Background: an optimization exercise with open tools, aiming at small area, a short achievable clock period and few clock cycles per item. Do not read the settings as production practice. Function not checked in this run: the RTL went through the layout flow alone. Power figures rest on the tool's default switching activity, not on a simulated workload.

### flow/constraint.sdc
create_clock -name core_clock -period 15.0 [get_ports {clk}]
set_input_delay 3.0000 -clock core_clock [delete_from_list [all_inputs] [get_ports {clk}]]
set_output_delay 3.0000 -clock core_clock [all_outputs]
set_load 0.01 [all_outputs]
### flow/design.v
module a429pk_bk #(parameter W = 8) (
    input  wire [W-1:0] a,
    input  wire [W-1:0] b,
    input  wire         ci,
    output wire [W-1:0] s
);
    function integer clg(input integer v);
        integer t;
        begin
            clg = 0;
            for (t = v - 1; t > 0; t = t >> 1)
                clg = clg + 1;
        end
    endfunction
    localparam N = W + 1;
    localparam L = clg(N);
    wire [N-1:0] G [0:2*L];
    wire [N-1:0] P [0:2*L];
    assign G[0] = {a & b, ci};
    assign P[0] = {a ^ b, 1'b0};
    genvar l, i;
    generate
        for (l = 0; l < L; l = l + 1) begin : up
            for (i = 0; i < N; i = i + 1) begin : b_
                if (((i + 1) % (1 << (l + 1))) == 0) begin : n
                    assign G[l+1][i] = G[l][i] | (P[l][i] & G[l][i - (1 << l)]);
                    assign P[l+1][i] = P[l][i] & P[l][i - (1 << l)];
                end else begin : t
                    assign G[l+1][i] = G[l][i];
                    assign P[l+1][i] = P[l][i];
                end
            end
        end
        for (l = L - 2; l >= 0; l = l - 1) begin : dn
            for (i = 0; i < N; i = i + 1) begin : b_
                if (((i + 1) % (1 << (l + 1))) == (1 << l) && i >= (1 << (l + 1))) begin : n
                    assign G[2*L-1-l][i] = G[2*L-2-l][i] | (P[2*L-2-l][i] & G[2*L-2-l][i - (1 << l)]);
                    assign P[2*L-1-l][i] = P[2*L-2-l][i] & P[2*L-2-l][i - (1 << l)];
                end else begin : t
                    assign G[2*L-1-l][i] = G[2*L-2-l][i];
                    assign P[2*L-1-l][i] = P[2*L-2-l][i];
                end
            end
        end
    endgenerate
    wire [N-1:0] c = G[2*L-1];
    assign s = P[0][N-1:1] ^ c[N-2:0];
endmodule
module a429pk (
    input  wire         clk,
    input  wire         rst,
    input  wire         cmd_valid,
    output wire         cmd_ready,
    input  wire [287:0] cmd,
    output reg          rsp_valid,
    output wire [127:0] rsp_rn,
    output wire [63:0]  rsp_rd,
    output reg          diag_valid,
    output reg  [3:0]   diag_code,
    output wire [31:0]  raw,
    output wire [7:0]   dsr
);
    localparam [7:0] OP_SETRAW  = 8'h01, OP_GETRAW  = 8'h02,
                     OP_SETID   = 8'h03, OP_GETID   = 8'h04,
                     OP_SETSDI  = 8'h05, OP_GETSDI  = 8'h06,
                     OP_SETSSM  = 8'h07, OP_GETSSM  = 8'h08,
                     OP_SETPAR  = 8'h09, OP_GETPAR  = 8'h0A,
                     OP_SETBNR  = 8'h0B, OP_GETBNR  = 8'h0C,
                     OP_SETBCDD = 8'h0D, OP_SETBCD  = 8'h0E,
                     OP_GETBCD  = 8'h0F, OP_SETDISC = 8'h10,
                     OP_GETDISC = 8'h11, OP_SETDBIT = 8'h12,
                     OP_GETDBIT = 8'h13, OP_CLR     = 8'h14,
                     OP_GETWORD = 8'h15, OP_GETDSR  = 8'h16,
                     OP_CLRDSR  = 8'h17;
    localparam [3:0] E_NONE     = 4'd0,
                     E_RANGE    = 4'd1,
                     E_TOOWIDE  = 4'd2,
                     E_OCCUPIED = 4'd3,
                     E_OUTRANGE = 4'd4,
                     E_DIGIT    = 4'd5,
                     E_RADIX    = 4'd6,
                     E_SIGNOVL  = 4'd7,
                     E_ILLEGAL  = 4'd8;
    localparam [4:0] S_IDLE  = 5'd0,
                     S_EXEC  = 5'd1,    
                     S_PREP  = 5'd2,    
                     S_P2    = 5'd3,    
                     S_P1    = 5'd4,    
                     S_DIV   = 5'd5,    
                     S_FIN   = 5'd6,    
                     S_FIN2  = 5'd7,    
                     S_GMUL  = 5'd8,    
                     S_GD2   = 5'd9,    
                     S_DAB   = 5'd10,   
                     S_BW    = 5'd11,   
                     S_BREM  = 5'd12,   
                     S_BSCAN = 5'd13,   
                     S_GPREP = 5'd14,   
                     S_GBCD  = 5'd15,   
                     S_TB    = 5'd16,   
                     S_PREP2 = 5'd17,   
                     S_BCDD  = 5'd18;   
    reg [4:0] st;
    reg [31:0]  raw_q;
    reg [7:0]   dsr_q;
    reg [131:0] acc;         
    reg [130:0] ds;          
    reg [63:0]  opx;         
    reg [63:0]  rd;          
    reg [32:0]  alq;         
    reg [7:0]   opq;         
    reg [5:0]   fb, lb, sb;
    reg [6:0]   wv;          
    reg [4:0]   sht;         
    reg [4:0]   jc;          
    reg [4:0]   jd;          
    reg         bneg;        
    reg [65:0]  ppq;         
    reg         first;       
    reg         flip;        
    reg         flip1;       
    reg         neg;         
    reg         nz;          
    reg         tbq;         
    reg         hdone;       
    reg         shdone;      
    reg [4:0]   shc;         
    reg [6:0]   pos;         
    reg         m_div;       
    reg         m_ar;        
    reg         m_p1;        
    reg         pend;        
    reg [4:0]   np;          
    reg [3:0]   bk;          
    reg         remq;        
    reg [15:0]  gmask;       
    reg         dovf;        
    reg [4:0]   g_cnt;       
    reg [3:0]   g_lm;        
    reg [15:0]  g_inb;       
    assign raw       = raw_q;
    assign dsr       = dsr_q;
    assign cmd_ready = (st == S_IDLE);
    assign rsp_rn    = acc[127:0];
    assign rsp_rd    = rd;
    wire idle = (st == S_IDLE);
    function [2:0] msb8(input [7:0] f);
        reg hi;
        begin
            hi = |f[7:4];
            msb8[2] = hi;
            msb8[1] = hi ? (f[7] | f[6]) : (f[3] | f[2]);
            msb8[0] = hi ? (f[7] | (~f[6] & f[5])) : (f[3] | (~f[2] & f[1]));
        end
    endfunction
    function [5:0] msb64(input [63:0] x);
        reg [7:0]  nzb;
        reg [23:0] lo;
        reg [2:0]  g;
        integer i;
        begin
            for (i = 0; i < 8; i = i + 1) begin
                nzb[i]       = |x[8*i +: 8];
                lo[3*i +: 3] = msb8(x[8*i +: 8]);
            end
            g     = msb8(nzb);
            msb64 = {g, lo[3*g +: 3]};
        end
    endfunction
    function [4:0] btop(input [63:0] x);
        reg [5:0] m;
        begin
            m    = msb64(x ^ {x[62:0], 1'b0});
            btop = m[5:1];
        end
    endfunction
    function [2:0] bdig(input [63:0] x, input [4:0] j);
        reg [64:0] xx;
        begin
            xx   = {x, 1'b0};
            bdig = xx[{j, 1'b0} +: 3];
        end
    endfunction
    function [31:0] pfx_add(input [31:0] a, input [31:0] b, input ci);
        reg [32:0] g, p, gn, pn;
        integer lv, i;
        begin
            g = {a & b, ci};
            p = {a ^ b, 1'b0};
            for (lv = 1; lv < 33; lv = lv * 2) begin
                for (i = 0; i < 33; i = i + 1) begin
                    if (i >= lv) begin
                        gn[i] = g[i] | (p[i] & g[i - lv]);
                        pn[i] = p[i] & p[i - lv];
                    end else begin
                        gn[i] = g[i];
                        pn[i] = p[i];
                    end
                end
                g = gn;
                p = pn;
            end
            pfx_add = (a ^ b) ^ g[31:0];
        end
    endfunction
    function [6:0] width0(input [5:0] f, input [5:0] l);
        width0 = (f > l) ? 7'd0 : ({1'b0, l} - {1'b0, f} + 7'd1);
    endfunction
    wire [7:0]  c_op  = cmd[7:0];
    wire [5:0]  c_rsv = cmd[31:26];
    wire [63:0] c_a   = cmd[95:32];
    wire [63:0] c_b   = cmd[159:96];
    wire [63:0] c_d   = cmd[287:224];
    wire c_known   = (c_op >= OP_SETRAW) && (c_op <= OP_CLRDSR);
    wire [63:0] c_c   = cmd[223:160];
    wire c_illegal = (c_rsv != 6'd0) || !c_known ||
                     (c_op == OP_SETPAR && c_a[63:1] != 63'd0);
    wire c_b10     = (c_b == 64'd10);
    wire c_hi8  = (c_a[63:8] != 56'd0);
    wire c_hi2  = c_hi8 || (c_a[7:2] != 6'd0);
    wire c_par  = c_a[0] ^ (^raw_q);
    wire occ_id  = (raw_q[7:0]   != 8'd0);
    wire occ_sdi = (raw_q[9:8]   != 2'd0);
    wire occ_ssm = (raw_q[30:29] != 2'd0);
    wire occ_par = raw_q[31];
    wire o_setid  = (c_op == OP_SETID);
    wire o_setsdi = (c_op == OP_SETSDI);
    wire o_setssm = (c_op == OP_SETSSM);
    wire o_setpar = (c_op == OP_SETPAR);
    wire o_setbcd = (c_op == OP_SETBCD);
    wire o_getbcd = (c_op == OP_GETBCD);
    wire x_set    = (c_op == OP_SETRAW) || (c_op == OP_SETDISC) || (c_op == OP_SETDBIT) ||
                    (c_op == OP_SETBCDD);
    wire x_get    = (c_op == OP_GETRAW) || (c_op == OP_GETDISC) || (c_op == OP_GETDBIT);
    wire o_sbnr   = (c_op == OP_SETBNR);
    wire o_gbnr   = (c_op == OP_GETBNR);
    wire o_bcdd   = (c_op == OP_SETBCDD);
    wire x_bcdd2  = o_bcdd && !e_bok;
    wire x_e5     = o_bcdd && e_bok && !e_fit;
    wire x_e1     = x_get ? !e_bok : (x_set && !o_bcdd && !e_bok);
    wire x_e2     = x_set && !o_bcdd && e_bok && !e_fit;
    wire x_e3     = x_set && e_bok && e_fit && e_occ;
    wire x_w      = x_set && e_bok && e_fit && !e_occ;
    wire c_d0     = (c_d == 64'd0);
    wire c_c0     = (c_c == 64'd0);
    wire g_e8     = o_gbnr && c_d0;
    wire gx_e1     = o_gbnr && !c_d0 && (!e_bok || !c_sok);
    wire g_two    = o_gbnr && !c_d0 && !e_bok && !c_sok;
    wire g_zero   = c_c0 || !e_bok || (e_al[31:0] == 32'd0);
    wire i_e1   = !c_illegal && (x_e1 || gx_e1);
    wire i_e5   = !c_illegal && x_e5;
    wire i_e8   = c_illegal || g_e8;
    wire i_e2   = !c_illegal && ((o_setid && c_hi8) || ((o_setsdi || o_setssm) && c_hi2) || x_e2);
    wire i_e3   = !c_illegal && ((o_setid && !c_hi8 && occ_id) || (o_setsdi && !c_hi2 && occ_sdi) ||
                                 (o_setssm && !c_hi2 && occ_ssm) || (o_setpar && occ_par) || x_e3);
    wire i_e6   = !c_illegal && (o_setbcd || o_getbcd) && !c_b10;
    wire i_e4   = !c_illegal && o_setbcd && c_b10 && c_a[63];
    wire i_diag = i_e8 || i_e1 || i_e2 || i_e3 || i_e4 || i_e5 || i_e6;
    wire [3:0] i_code = {i_e8, i_e6 || i_e4 || i_e5, i_e6 || i_e3 || i_e2, i_e3 || i_e1 || i_e5};
    wire i_wx   = !c_illegal && x_w;
    wire i_wid  = !c_illegal && o_setid && !c_hi8 && !occ_id;
    wire i_wsdi = !c_illegal && o_setsdi && !c_hi2 && !occ_sdi;
    wire i_wssm = !c_illegal && o_setssm && !c_hi2 && !occ_ssm;
    wire i_wpar = !c_illegal && o_setpar && !occ_par;
    wire i_clr  = !c_illegal && (c_op == OP_CLR);
    wire i_clrd = !c_illegal && (c_op == OP_CLRDSR);
    wire [31:0] i_wfix = (i_wid  ? {24'd0, c_a[7:0]}        : 32'd0) |
                         (i_wsdi ? {22'd0, c_a[1:0], 8'd0}  : 32'd0) |
                         (i_wssm ? {1'b0, c_a[1:0], 29'd0}  : 32'd0) |
                         (i_wpar ? {c_par, 31'd0}           : 32'd0);
    wire [31:0] i_rawb = i_clr ? 32'd0 : (raw_q | i_wfix);
    wire [31:0] i_rawx = raw_q | u_wr;
    wire [31:0] i_raw  = i_wx ? i_rawx : i_rawb;
    wire [7:0]  i_dsr  = i_clrd ? 8'd0 :
                         (dsr_q | {i_e8, 1'b0, i_e6, i_e5, i_e4, i_e3, i_e2, i_e1});
    wire i_gmul  = o_gbnr && !c_d0 && !g_zero;
    wire i_multi = !c_illegal && (o_sbnr || i_gmul || g_two || x_bcdd2 || (o_setbcd && c_b10 && !c_a[63]) ||
                                  (o_getbcd && c_b10 && c_f <= c_l));
    wire [4:0] i_next = c_illegal ? S_IDLE :
                        o_sbnr ? S_PREP :
                        i_gmul ? S_PREP :
                        g_two ? S_GD2 :
                        x_bcdd2 ? S_BCDD :
                        (o_setbcd && c_b10 && !c_a[63]) ? S_DAB :
                        (o_getbcd && c_b10 && c_f <= c_l) ? S_GBCD : S_IDLE;
    wire [5:0]  c_f    = cmd[13:8];
    wire [5:0]  c_l    = cmd[19:14];
    wire [5:0]  c_s    = cmd[25:20];
    wire        c_dbit = (c_op == OP_SETDBIT) || (c_op == OP_GETDBIT);
    wire [5:0]  ef     = idle ? c_f : fb;
    wire [5:0]  el     = idle ? c_l : lb;
    wire        dsel   = idle && c_dbit;
    reg  [32:0] e_ge, e_lel, e_lef;
    integer n;
    always @(*) begin
        for (n = 0; n < 33; n = n + 1) begin
            e_ge[n]  = (n >= ef);
            e_lel[n] = (n <= el);
            e_lef[n] = (n <= ef);
        end
    end
    wire [32:0] e_le   = dsel ? e_lef : e_lel;
    wire [32:0] ext    = {raw_q, 1'b0};                  
    wire [5:0]  o_amsb = msb64(opx);
    wire [6:0]  e_dg;
    wire [31:0] e_dg32 = pfx_add({26'd0, el}, {26'h3FFFFFF, ~ef}, 1'b1);
    assign e_dg = e_dg32[6:0];
    wire [6:0]  e_d    = dsel ? 7'd0 : e_dg;
    wire        e_le0  = dsel || !e_dg[6];                  
    wire        e_bok  = (ef != 6'd0) && (dsel ? (ef <= 6'd32) : ((el <= 6'd32) && !e_dg[6]));
    wire [32:0] e_al   = (ext & e_le) >> ef;             
    wire [31:0] e_mask = e_ge[32:1] & e_le[32:1];
    wire        e_occ  = (raw_q & e_mask) != 32'd0;
    wire [6:0]  e_w0   = e_le0 ? (e_d + 7'd1) : 7'd0;    
    wire [5:0]  c_amsb = msb64(c_a);
    wire        c_anz  = (c_a != 64'd0);
    reg  [31:0] e_th;
    integer n4;
    always @(*) begin
        for (n4 = 0; n4 < 32; n4 = n4 + 1)
            e_th[n4] = (n4 <= e_d[5:0]);
    end
    wire        e_fit  = (c_a[63:32] == 32'd0) && ((c_a[31:0] & ~e_th) == 32'd0);
    wire [6:0]  e_dm;
    wire [31:0] e_dm32 = pfx_add({{25{e_d[6]}}, e_d}, {26'h3FFFFFF, ~o_amsb}, 1'b1);
    assign e_dm = e_dm32[6:0];
    wire        e_dfit = !opx[63] && ((opx == 64'd0) || (e_le0 && !e_dm[6]));
    wire        c_sok  = (c_s != 6'd0) && (c_s <= 6'd32);    
    wire        c_sbit = c_sok && ext[c_s];
    reg  [31:0] wval;
    reg  [5:0]  wsh;
    wire [31:0] u_wr = wval << wsh;
    wire        in_p1   = (st == S_P1);
    reg  [4:0]  nd_idx;
    reg  [63:0] nd_src;
    reg         nd_flip;
    wire [63:0] c_reg   = ds[63:0];
    always @(*) begin
        nd_src  = c_reg;
        nd_idx  = jc - 5'd1;
        nd_flip = flip;
        case (st)
            S_PREP: nd_idx = jc;
            S_P2: if (jc == 5'd0) begin
                nd_src  = opx;
                nd_idx  = jd;
                nd_flip = flip1;
            end
            S_P1: nd_src = opx;
            default: ;
        endcase
    end
    wire [2:0] nd_dig  = bdig(nd_src, nd_idx);
    wire       nd_one  = nd_dig[1] ^ nd_dig[0];
    wire       nd_two  = (nd_dig == 3'b011) || (nd_dig == 3'b100);
    wire       nd_neg  = (nd_one || nd_two) && ((nd_dig[2] && !(nd_dig[1] && nd_dig[0])) ^ nd_flip);
    wire        nd_p1   = m_p1 || (st == S_P2 && jc == 5'd0);
    wire [63:0] m_cand  = nd_p1 ? rd : ds[127:64];
    wire [65:0] m_c66   = {{2{m_cand[63]}}, m_cand};
    wire [65:0] pp_mag  = nd_one ? m_c66 : (nd_two ? {m_c66[64:0], 1'b0} : 66'd0);
    wire [65:0] pp_nx   = pp_mag ^ {66{nd_neg}};
    wire [131:0] pp_y   = {{66{ppq[65]}}, ppq};
    wire         d_sub  = !acc[131];                     
    wire [131:0] ad_x   = m_div ? {acc[130:0], 1'b0} : {acc[129:0], 2'b00};
    wire [131:0] ad_y   = m_div ? ({1'b0, ds} ^ {132{d_sub}}) : pp_y;
    wire         ad_ci  = m_div ? d_sub : bneg;
    wire [131:0] ad_s;
    a429pk_bk #(.W(132)) u_add (.a(ad_x), .b(ad_y), .ci(ad_ci), .s(ad_s));
    wire         q_bit  = !ad_s[131];
    reg  [32:0] f_ge, f_le;
    integer n2;
    always @(*) begin
        for (n2 = 0; n2 < 33; n2 = n2 + 1) begin
            f_ge[n2] = (n2 >= fb);
            f_le[n2] = (n2 <= lb);
        end
    end
    wire        f_bok   = (fb != 6'd0) && (lb <= 6'd32) && (fb <= lb);
    wire        f_occ   = (raw_q & f_ge[32:1] & f_le[32:1]) != 32'd0;
    wire        f_mok   = f_bok && !f_occ;                  
    wire        f_indiv = (st == S_DIV);
    wire        q_lsb   = f_indiv ? q_bit : opx[0];
    wire [31:0] q_up    = f_indiv ? {opx[30:0], 1'b0} : {opx[31:1], 1'b0};
    wire        f_sgn   = neg && (nz || (f_indiv && q_bit));
    wire        f_b2    = (sb != 6'd0) && (sb <= 6'd32);
    wire [5:0]  f_qi    = sb - fb;                          
    wire        f_qb    = (f_qi[4:0] == 5'd0) ? q_lsb : q_up[f_qi[4:0]];
    wire        f_inm   = f_mok && (fb <= sb) && (sb <= lb) && f_qb;
    wire        f_occ2  = raw_q[sb[4:0] - 5'd1] || f_inm;
    wire [31:0] f_dec1  = 32'd1 << (fb[4:0] - 5'd1);
    wire [31:0] f_raw1  = raw_q | (f_mok ? (u_wr | (q_lsb ? f_dec1 : 32'd0)) : 32'd0);
    wire [3:0]  f_e1    = !f_bok ? E_RANGE : (f_occ ? E_OCCUPIED : E_NONE);
    wire [3:0]  f_e2    = !f_b2 ? E_RANGE : (f_occ2 ? E_OCCUPIED : E_NONE);
    wire [31:0] f_wr2   = (f_b2 && !f_occ2 && f_sgn) ? (32'd1 << (sb[4:0] - 5'd1)) : 32'd0;
    wire [6:0]  c_span = e_d;
    wire [4:0]  c_gcnt = e_le0 ? ({1'b0, c_span[5:2]} + 5'd1) : 5'd0;
    wire [1:0]  c_glw  = c_span[1:0];
    wire [3:0]  c_glm  = (c_glw == 2'd0) ? 4'b0001 : (c_glw == 2'd1) ? 4'b0011 :
                         (c_glw == 2'd2) ? 4'b0111 : 4'b1111;
    wire [5:0]  c_gt   = 6'd29 - c_f;
    reg  [15:0] c_ginb;
    integer kk;
    always @(*) begin
        for (kk = 0; kk < 16; kk = kk + 1)
            c_ginb[kk] = (kk != 0 || c_f != 6'd0) &&
                         ((kk + 1 == c_gcnt) ? (c_l <= 6'd32) :
                                               (c_f <= 6'd29 && kk <= c_gt[5:2]));
    end
    wire [35:0] al36 = {3'b000, alq};
    reg  [15:0] g_act, g_lst, g_bad, g_occ;
    reg  [63:0] g_dig;      
    reg  [31:0] g_err;      
    integer k;
    always @(*) begin
        for (k = 0; k < 16; k = k + 1) begin : grp
            reg [3:0] d, gm, occn;
            reg g_inbk;
            g_act[k] = (k < g_cnt);
            g_lst[k] = (k + 1 == g_cnt);
            gm = g_lst[k] ? g_lm : 4'b1111;
            d  = ds[4*k +: 4];
            g_bad[k] = (d & ~gm) != 4'd0;
            occn = (k <= 8) ? al36[4*k +: 4] : 4'd0;
            if (k > 8) g_inbk = 1'b0; else g_inbk = g_inb[k];
            g_occ[k] = (occn & gm) != 4'd0;
            g_err[2*k +: 2] = !g_act[k] ? 2'd0 :
                              g_bad[k] ? 2'd3 :
                              !g_inbk ? 2'd1 :
                              g_occ[k] ? 2'd2 : 2'd0;
            g_dig[4*k +: 4] = (g_act[k] && g_err[2*k +: 2] == 2'd0) ? d : 4'd0;
        end
    end
    reg [15:0] g_errv;
    integer k2;
    always @(*) begin
        for (k2 = 0; k2 < 16; k2 = k2 + 1)
            g_errv[k2] = g_err[2*k2 +: 2] != 2'd0;
    end
    wire g_e0 = (g_errv == 16'd0);
    wire g_one = !g_e0 && ((g_errv & (g_errv - 16'd1)) == 16'd0);
    function [3:0] ecode(input [1:0] e);
        ecode = (e == 2'd1) ? E_RANGE : (e == 2'd2) ? E_OCCUPIED :
                (e == 2'd3) ? E_DIGIT : E_NONE;
    endfunction
    reg [3:0] g_first;
    integer k3;
    always @(*) begin
        g_first = E_NONE;
        for (k3 = 15; k3 >= 0; k3 = k3 - 1)
            if (g_errv[k3]) g_first = ecode(g_err[2*k3 +: 2]);
    end
    wire [3:0] g_scan = ecode(g_err[2*bk +: 2]);
    wire [63:0] g_hmask = ~(64'd0) << {g_cnt, 2'b00};
    wire        g_rem   = ((ds[63:0] & g_hmask) != 64'd0) || dovf;
    wire [3:0]  gi     = np[3:0];
    wire        gb_inb = (gi <= 4'd8) && g_inb[gi];
    wire [3:0]  gb_dig = gb_inb ? al36[{gi, 2'b00} +: 4] : 4'd0;
    wire [31:0] gb_x   = {acc[28:0], 3'b000};
    wire [31:0] gb_y   = {acc[30:0], 1'b0};
    wire [31:0] gb_z   = {28'd0, gb_dig};
    wire [31:0] gb_s   = gb_x ^ gb_y ^ gb_z;
    wire [31:0] gb_c   = {(gb_x[30:0] & gb_y[30:0]) | (gb_x[30:0] & gb_z[30:0]) |
                          (gb_y[30:0] & gb_z[30:0]), 1'b0};
    wire [31:0] gb_acc;
    assign gb_acc = pfx_add(gb_s, gb_c, 1'b0);
    function [3:0] dadj(input [3:0] a);
        begin
            dadj[3] = a[3] | (a[2] & (a[1] | a[0]));
            dadj[2] = (a[2] & ~a[1] & ~a[0]) | (a[3] & a[0]);
            dadj[1] = (~a[2] & a[1]) | (a[1] & a[0]) | (a[3] & ~a[0]);
            dadj[0] = (~a[3] & ~a[2] & a[0]) | (a[2] & a[1] & ~a[0]) | (a[3] & ~a[0]);
        end
    endfunction
    function [64:0] dab1(input [63:0] v, input b);
        integer i;
        reg [63:0] t;
        begin
            for (i = 0; i < 16; i = i + 1)
                t[4*i +: 4] = dadj(v[4*i +: 4]);
            dab1 = {t[63:0], b};
        end
    endfunction
    wire [4:0]  dab_i    = first ? o_amsb[5:1] : np;
    wire [1:0]  dab_bits = opx[{dab_i, 1'b0} +: 2];
    wire [63:0] dab_in   = first ? 64'd0 : ds[63:0];
    wire [64:0] dab_s1   = dab1(dab_in, dab_bits[1]);
    wire [64:0] dab_s2   = dab1(dab_s1[63:0], dab_bits[0]);
    wire [63:0] dab_out  = dab_s2[63:0];
    wire        dab_ovf  = dab_s1[64] || dab_s2[64];
    always @(*) begin
        wval = q_up;
        wsh  = ef - 6'd1;
        if (idle)
            wval = c_a[31:0];
        else if (st == S_BW) begin
            if (fb == 6'd0) begin
                wval = g_dig[32:1];
                wsh  = 6'd0;
            end else
                wval = g_dig[31:0];
        end
    end
    reg        nx_diag;
    reg [3:0]  nx_code;
    reg        p1_hd, p1_sd;
    reg [131:0] acc_m;
    reg [7:0]  dsr_set;
    reg [4:0]  p1_shc;
    always @(posedge clk) begin
        nx_diag = 1'b0;
        nx_code = E_NONE;
        p1_hd   = 1'b0;
        p1_sd   = 1'b0;
        p1_shc  = 5'd0;
        acc_m   = acc;
        bneg <= nd_neg;
        ppq  <= pp_nx;
        if (idle) begin
            opq   <= c_op;
            fb    <= cmd[13:8];
            lb    <= cmd[19:14];
            sb    <= cmd[25:20];
            neg   <= cmd[95] ^ cmd[159] ^ cmd[223] ^ cmd[287];
            flip  <= o_gbnr ? c_sbit : (cmd[159] ^ cmd[223]);
            flip1 <= cmd[95] ^ cmd[287];
            first <= 1'b1;
            jc    <= btop(c_c);
            jd    <= btop(c_d);
            m_div <= 1'b0;
            m_ar  <= 1'b0;
            m_p1  <= 1'b0;
            opx   <= (c_op == OP_SETBNR) ? c_d : c_a;
            ds    <= {3'd0, (o_gbnr ? {32'd0, e_al[31:0]} : c_b), c_c};
            alq   <= e_al;
            dovf  <= 1'b0;
            np    <= c_gcnt - 5'd1;
            g_cnt <= c_gcnt;
            g_lm  <= c_glm;
            g_inb <= c_ginb;
            rd    <= (c_op == OP_GETBNR) ? c_d : ((c_op == OP_SETBNR) ? c_a : 64'd1);
            acc_m  = {100'd0, ({32{c_op == OP_GETID}}   & {24'd0, raw_q[7:0]})   |
                              ({32{c_op == OP_GETSDI}}  & {30'd0, raw_q[9:8]})   |
                              ({32{c_op == OP_GETSSM}}  & {30'd0, raw_q[30:29]}) |
                              ({32{c_op == OP_GETPAR}}  & {31'd0, raw_q[31]})    |
                              ({32{c_op == OP_GETWORD}} & raw_q)                 |
                              ({32{c_op == OP_GETDSR}}  & {24'd0, dsr_q})        |
                              ({32{x_get && e_bok}}     & e_al[31:0])};
        end
        begin
            rsp_valid <= 1'b0;
            case (st)
            S_IDLE: if (cmd_valid) begin
                rsp_valid <= !i_multi;
                if (i_diag) begin
                    nx_diag = 1'b1; nx_code = i_code;
                end
                if (c_illegal)
                    rd    <= 64'd1;
                if (c_rsv != 6'd0)
                    acc_m = 132'd0;
                raw_q <= i_raw;
                dsr_q <= i_dsr;
                if (g_e8)   rd           <= 64'd1;
                st <= i_next;
            end
            S_BCDD: begin
                nx_diag = 1'b1;
                nx_code = e_dfit ? E_RANGE : E_DIGIT;
                rsp_valid <= 1'b1;
                st <= S_IDLE;
            end
            S_PREP: begin
                wv  <= e_w0;
                sht <= e_w0[6:2] + {4'd0, e_w0[1] | e_w0[0]};
                if (opq == OP_SETBNR) begin
                    if (c_reg == 64'd0 || ds[127:64] == 64'd0 || opx == 64'd0) begin
                        nx_diag = 1'b1; nx_code = E_ILLEGAL;
                        rsp_valid <= 1'b1;
                        rd <= 64'd1;
                        st <= S_IDLE;
                    end else begin
                        if (fb <= sb && sb <= lb) begin
                            nx_diag = 1'b1; nx_code = E_SIGNOVL;
                        end
                        st   <= S_P2;
                        m_ar <= 1'b1;
                    end
                end else begin
                    st   <= S_GMUL;
                    m_ar <= 1'b1;
                end
            end
            S_P2: begin
                jc    <= jc - 5'd1;
                if (jc == 5'd0) begin
                    ds     <= {ad_s[129:0], 1'b0};
                    acc_m  = 132'd0;
                    st     <= S_P1;
                    m_p1   <= 1'b1;
                    jc     <= jd;
                    flip   <= flip1;
                    hdone  <= 1'b0;
                    shdone <= (sht == 5'd0);
                    shc    <= 5'd0;
                end
            end
            S_P1: begin
                p1_hd  = hdone;
                p1_sd  = shdone;
                p1_shc = shc;
                if (!shdone) begin
                    if (ds[130:127] != 4'd0)
                        p1_sd = 1'b1;
                    else begin
                        ds <= {ds[126:0], 4'd0};
                        p1_shc = shc + 5'd1;
                        p1_sd  = (p1_shc == sht);
                    end
                end
                if (!hdone) begin
                    jc    <= jc - 5'd1;
                    p1_hd = (jc == 5'd0);
                end
                hdone  <= p1_hd;
                shdone <= p1_sd;
                shc    <= p1_shc;
                m_ar   <= !p1_hd;
                if (p1_hd && p1_sd) begin
                    tbq   <= 1'b0;
                    st    <= S_DIV;
                    m_div <= 1'b1;
                    m_ar  <= (p1_shc != 5'd0);   
                    opx   <= 64'd0;
                    nz    <= 1'b0;
                    pos   <= {p1_shc, 2'b00};
                end
            end
            S_DIV: begin
                opx <= {opx[62:0], q_bit};
                pos <= pos - 7'd1;
                if (q_bit) nz <= 1'b1;
                tbq <= q_bit && (pos >= wv);
                if (pos == 7'd1)
                    m_ar <= 1'b0;            
                if (tbq) begin
                    m_div <= 1'b0;
                    m_ar  <= 1'b0;
                    st    <= S_TB;
                end else if (pos == 7'd0) begin
                    m_div <= 1'b0;
                    m_ar  <= 1'b0;
                    if (wv == 7'd0)
                        st <= S_FIN;
                    else begin
                        acc_m = 132'd0;
                        rd  <= 64'd1;
                        if (f_e1 != E_NONE && f_e2 != E_NONE) begin
                            nx_diag = 1'b1; nx_code = f_e1;
                            st <= S_FIN2;
                        end else begin
                            raw_q <= f_raw1 | f_wr2;
                            if (f_e1 != E_NONE) begin nx_diag = 1'b1; nx_code = f_e1; end
                            if (f_e2 != E_NONE) begin nx_diag = 1'b1; nx_code = f_e2; end
                            rsp_valid <= 1'b1;
                            st <= S_IDLE;
                        end
                    end
                end
            end
            S_TB: begin
                nx_diag = 1'b1; nx_code = E_OUTRANGE;
                rsp_valid <= 1'b1;
                acc_m = 132'd0;
                rd    <= 64'd1;
                st    <= S_IDLE;
            end
            S_FIN: begin
                acc_m = 132'd0;
                rd  <= 64'd1;
                if (tbq) begin
                    nx_diag = 1'b1; nx_code = E_OUTRANGE;
                    rsp_valid <= 1'b1;
                    st <= S_IDLE;
                end else if (f_e1 != E_NONE && f_e2 != E_NONE) begin
                    nx_diag = 1'b1; nx_code = f_e1;
                    st <= S_FIN2;
                end else begin
                    raw_q <= f_raw1 | f_wr2;
                    if (f_e1 != E_NONE) begin nx_diag = 1'b1; nx_code = f_e1; end
                    if (f_e2 != E_NONE) begin nx_diag = 1'b1; nx_code = f_e2; end
                    rsp_valid <= 1'b1;
                    st <= S_IDLE;
                end
            end
            S_FIN2: begin
                raw_q <= raw_q | f_wr2;
                nx_diag = 1'b1; nx_code = f_e2;
                rsp_valid <= 1'b1;
                st <= S_IDLE;
            end
            S_GMUL: begin
                first <= 1'b0;
                jc    <= jc - 5'd1;
                if (jc == 5'd0) begin
                    m_ar <= 1'b0;
                    rsp_valid <= 1'b1;
                    st <= S_IDLE;
                end
            end
            S_GD2: begin
                nx_diag = 1'b1; nx_code = E_RANGE;
                rsp_valid <= 1'b1;
                st <= S_IDLE;
            end
            S_DAB: begin
                ds[63:0] <= dab_out;
                if (dab_ovf) dovf <= 1'b1;
                first <= 1'b0;
                np    <= dab_i - 5'd1;
                if (dab_i == 5'd0) st <= S_BW;
            end
            S_BW: begin
                raw_q <= raw_q | u_wr;
                if (g_e0) begin
                    if (g_rem) begin nx_diag = 1'b1; nx_code = E_OUTRANGE; end
                    rsp_valid <= 1'b1;
                    st <= S_IDLE;
                end else if (g_one) begin
                    nx_diag = 1'b1; nx_code = g_first;
                    if (g_rem) st <= S_BREM;
                    else begin
                        rsp_valid <= 1'b1;
                        st <= S_IDLE;
                    end
                end else begin
                    bk    <= 4'd0;
                    remq  <= g_rem;
                    gmask <= g_errv;
                    st    <= S_BSCAN;
                end
            end
            S_BREM: begin
                nx_diag = 1'b1; nx_code = E_OUTRANGE;
                rsp_valid <= 1'b1;
                st <= S_IDLE;
            end
            S_BSCAN: begin
                if (gmask[bk]) begin nx_diag = 1'b1; nx_code = g_scan; end
                bk <= bk + 4'd1;
                if ({1'b0, bk} + 5'd1 == g_cnt) begin
                    if (remq) st <= S_BREM;
                    else begin
                        rsp_valid <= 1'b1;
                        st <= S_IDLE;
                    end
                end
            end
            S_GBCD: begin
                acc_m[31:0] = gb_acc;
                if (!gb_inb) begin nx_diag = 1'b1; nx_code = E_RANGE; end
                np <= np - 5'd1;
                if (np == 5'd0) begin
                    rsp_valid <= 1'b1;
                    st <= S_IDLE;
                end
            end
            default: st <= S_IDLE;
            endcase
            diag_valid <= nx_diag;
            diag_code  <= nx_code;
            case (nx_code)
                4'd1: dsr_set = 8'h01;
                4'd2: dsr_set = 8'h02;
                4'd3: dsr_set = 8'h04;
                4'd4: dsr_set = 8'h08;
                4'd5: dsr_set = 8'h10;
                4'd6: dsr_set = 8'h20;
                4'd7: dsr_set = 8'h40;
                4'd8: dsr_set = 8'h80;
                default: dsr_set = 8'h00;
            endcase
            if (nx_diag && st != S_IDLE)
                dsr_q <= dsr_q | dsr_set;
        end
        acc <= (m_ar && !(st == S_P2 && jc == 5'd0)) ? ad_s : acc_m;
        if (rst) begin
            st         <= S_IDLE;
            raw_q      <= 32'd0;
            dsr_q      <= 8'd0;
            rsp_valid  <= 1'b0;
            diag_valid <= 1'b0;
            diag_code  <= 4'd0;
        end
    end
endmodule
### flow/config.mk
export PLATFORM = sky130hd
export DESIGN_NAME = a429pk
export DESIGN_NICKNAME = a429pk
export VERILOG_FILES = /design/flow/design.v
export SDC_FILE = /design/flow/constraint.sdc
export NUM_CORES = 8
export LEC_CHECK = 0
export CAP_MARGIN = 40
export CORE_MARGIN = 2
export CORE_UTILIZATION = 40
export SLEW_MARGIN = 40
export SYNTH_HIERARCHICAL = 1
export SYNTH_MINIMUM_KEEP_SIZE = 0
### flow/flow/run.sh
#!/bin/bash
# The standard layout (standard.sh), with ORFS's setup repair asked to
# leave a larger setup-slack margin on the design's own clock period.
set -euo pipefail
export SETUP_SLACK_MARGIN=8
bash standard.sh > standard.log 2>&1
### flow/standard.sh
#!/bin/bash
# synth_recipe.tcl (not shown) runs the flow's synth.tcl, then flattens the netlist and writes it again
# the make line also repeats each setting of config.mk as NAME=value (left out here)
make -C /OpenROAD-flow-scripts/flow DESIGN_CONFIG=/design/flow/config.mk WORK_HOME=/design/flow/orfs CLKGATE_MAP_FILE= SYNTH_SCRIPT=/design/flow/synth_recipe.tcl "${@:-finish}"
==> impl_metrics.toml <==
[synth]
synth_edf_count = 125
netlist_instances = 9237
synth_cell_type_count = 120
synth.area.top_cells = "dfxtp_1, ha_1, nand2_1"
async_flop_share = 0
synth-seq-cells = 656
syn_area_per_cell_um2 = 7.54
synth_seq_area_share = 0.207
ys_warn_count = 8
synth_top_cell_by_area = "dfxtp_1"
synth_flop_cell = "dfxtp_1"
synth_top_area_frac = 0.153
syn_area_um2 = 69600
synthesis.nets = 9929

[grt]
grt_max_degree = 179
grt.total_usage = 0.461
use_met2 = 0.644
antenna_found_initial = 52
grt_util_met3 = 0.170
busiest_layer = "met2"
overflow = 0
grt_pass1_wl_um = 593000
met1_usage = 0.609
grt_pass1_vias = 75655

[pwr]
finalPower_mw = 8.70
pwr_density_cell_nw_per_um2 = 104
p_leak_nw = 33.2
vdd_drop_max_mv = 0.116

[route]
dr.pass1.iters = 9
drt-total-wl_um = 432000
wl_per_cell_um = 36.4
detail-route-antenna-nets = 0
drc_errors = 0
num_vias = 82407
drt_iter0_drc = 12794
vias_per_cell = 6.94

[critical_path]
endpoint_kind = "flop"
cp.required_ps = 15650
crit_path_max_fanout = 20
cp_cell_sequence = "dlygate4sd2_1 -> nor4b_4 -> buf_4 -> buf_4 -> nand4_1 -> buf_4 -> o31ai_2 -> a31oi_4 -> buf_12 -> nor2_1 -> o21bai_1 -> a2111oi_4 -> buf_4 -> nand3_2 -> or4_4 -> o21ai_4 -> buf_12 -> nor2_4 -> buf_12 -> a311oi_1"
crit_path_top_delay_cell = "or4_4"
critPathLaunchType = "input pin"
cpPeakStageDelay_ps = 650
crit_type = "input pin to flop"
worst_path_most_repeated_cell = "buf_4"
crit_arrival_ps = 7770

[floorplan]
die_w_um = 421
start_util = 0.401
dieArea_um2 = 177000
pin_count = 530
fp.dieH_um = 421
core-area_um2 = 173000
rows = 153

[clocking]
hold_buffers = 0
clock_latency_ps = 780
clk_pin_slew_ps = 60
htreeDepth = 3
clock-root-buffer = "clkbuf_16"
cts-buffers-inserted = 89
cts_tree = "yes"
clock-sinks = 656
clock_path_buffers = 3

[sta]
fmax_ghz = 0.140
period_needed_ps = 7120
fin_setup_tns_ps = 0
min_period_over_period = 0.475
rsz0062_at_grt = "yes"
slew_headroom = 0.292
hold_viol_final = 0
finClkSkew_ps = 42.0
hold-worst-slack_ps = 476
worst_pin_slew_ps = 1060
setup_viol = 0
drv_slew = 0

[cells_and_area]
final_layout_size_suffix_gt1_frac = 0.139
stdcell_count = 11875
nets = 10138
areaGrowthSynthToFinish_pct = 20.0
fillers = 17367

[placement]
dpl.cell_count = 11544
dp_hpwl_um = 329000
gp_congestion = 1.09
port_buffers = 529

[outcome]
status = "finished clean"

[flow_run]
drv_cap = 0

[hold_path]
hold_path.class = "flop to flop"
## through the flow
stage	cell area [um2]	setup WS (ps)	utilization
2_1_floorplan	70000	7220	-
3_3_place_gp	76800	4700	0.443
3_5_place_dp	77300	4980	0.446
4_1_cts	82500	8010	0.476
5_1_grt	83500	7770	0.481
6_report	83500	7880	0.482
## cells in the mapped netlist (54+ instances only)
cell type	instances
a31oi_1	125
mux2_2	222
dfxtp_1	531
a221oi_1	75
buf_1	88
edfxtp_1	125
a21o_1	102
nand2b_1	54
inv_1	436
o22ai_1	77
buf_4	131
and3_1	64
nor2b_1	56
nor2_1	702
clkbuf_1	595
xor2_1	200
o211ai_1	98
a21oi_1	745
fa_1	69
nand2_1	1006
a22oi_1	190
xnor2_1	310
a221o_1	58
a22o_1	175
nor4_1	149
nand4_1	114
o31ai_1	67
ha_1	332
a211oi_1	121
o221ai_1	69
nand3_1	214
nor3_1	220
o21ai_0	570
mux2i_1	185
## layer usage
metal	part of all wire	wire length, um
met5	0.00078	339
met4	0.068	29400
met3	0.14	60700
met2	0.40	171000
met1	0.40	171000
## registers in the layout, indices dropped and copies added, names as in the netlist, 6 cells and up
signal	cells
lb	6
wv	7
ppq	65
ds	131
rd	64
sb	6
acc	132
alq	33
g_inb	9
opq	8
dsr_q	8
pos	7
raw_q	32
fb	6
gmask	16
opx	64
## layout by cell type (no fill, tap or decap), types with 121 or more instances in the layout
cell,count
nand2_1,997
a21oi_1,729
nor2_1,674
o21ai_0,541
dfxtp_1,513
clkdlybuf4s50_1,509
inv_1,426
buf_4,351
ha_1,316
xnor2_1,304
mux2_2,222
nand3_1,207
nor3_1,205
xor2_1,198
a22oi_1,188
mux2i_1,184
a22o_1,171
nor4_1,125
edfxtp_1,125
a31oi_1,121
## report_power, final
group | internal (mW) | switching [mW] | total [mW] | leakage (nW)
sequential | 1.99 | 0.282 | 2.27 | 5.65
clock | 1.34 | 1.02 | 2.36 | 1.52
combinational | 1.33 | 2.73 | 4.07 | 26.0
total | 4.67 | 4.04 | 8.70 | 33.2
## path summary, 6_finish.rpt
check            startpoint                     end  slack, ps  depth (start not counted)
min          rd[53]$_DFF_P_          rd[53]$_DFF_P_        480                          2
max reg2reg   m_div$_DFF_P_   raw_q[2]$_SDFFE_PP0P_       8000                         27
min reg2reg  rd[53]$_DFF_P_          rd[53]$_DFF_P_        480                          2
max                  cmd[6]  raw_q[24]$_SDFFE_PP0P_       7880                         20
## what timing repair did
item	CTS	global route
pin swaps	70	62
resized for setup	255	115
setup buffers	90	27
cloned	9	4
endpoints found under the setup margin	189	107
## kinds of logic (layout without fill, tap and decap cells)
family | count (synthesis) | in the layout | synth area share
other | 1 | 29 | 0.0000539
xor gates and xnor gates | 511 | 511 | 0.0646
DFF | 656 | 656 | 0.207
muxes | 456 | 456 | 0.0781
adders and majority gates | 404 | 404 | 0.0800
buffers and inverters | 1304 | 1588 | 0.0795
AOI/OAI and AO/OA | 3050 | 3050 | 0.298
and+or+nand+nor | 2855 | 2856 | 0.193
## critical path, delay by kind of cell
kind / cells / cell delay, ps
buffers and inverters: 8 / 1750
AND/OR/NAND/NOR: 6 / 1380
AO/OA/AOI/OAI: 6 / 1600
## layout make-up
cell class,count,area (um2),share of cell area
multi-input cells,7278,51700,0.620
flip-flops and latches,656,14400,0.173
repair buffers,970,9430,0.113
well taps,2325,2910,0.0348
clock buffers,119,2570,0.0308
inverters,449,1770,0.0212
clock inverters,48,578,0.00692
diodes,28,70.1,0.000839
repair inverters,2,22.5,0.000270

-- static timing again, ports no longer ideal --
How much do the figures lean on ideal ports? The routed layout below was timed once more, with nothing changed but the port constraints. Step 1 sets driving cells, clkbuf_16 on the clock port and buf_2 on the other inputs (assumed; they add their load-dependent delay and slew). Step 2 moves the port delays by t, midway between the first and last clock arrival at a register: inputs arrive t later, outputs are due t later. That takes back most of the time a late clock gives input paths. Three values: ideal ports, drivers, drivers and shift; two values: the first two.
t (ns): 0.835
setup WS [ns]: 7.880 / 7.935 / 7.100
hold WS [ns]: 0.476 / 0.476 / 0.476
worst data-port slew with drivers (ns): 0.15
pins driven straight from the clock port: 1
After both steps this run still meets setup and hold. The setup slack of this run moves by +0.055 ns with the drivers and by -0.780 ns with both steps.
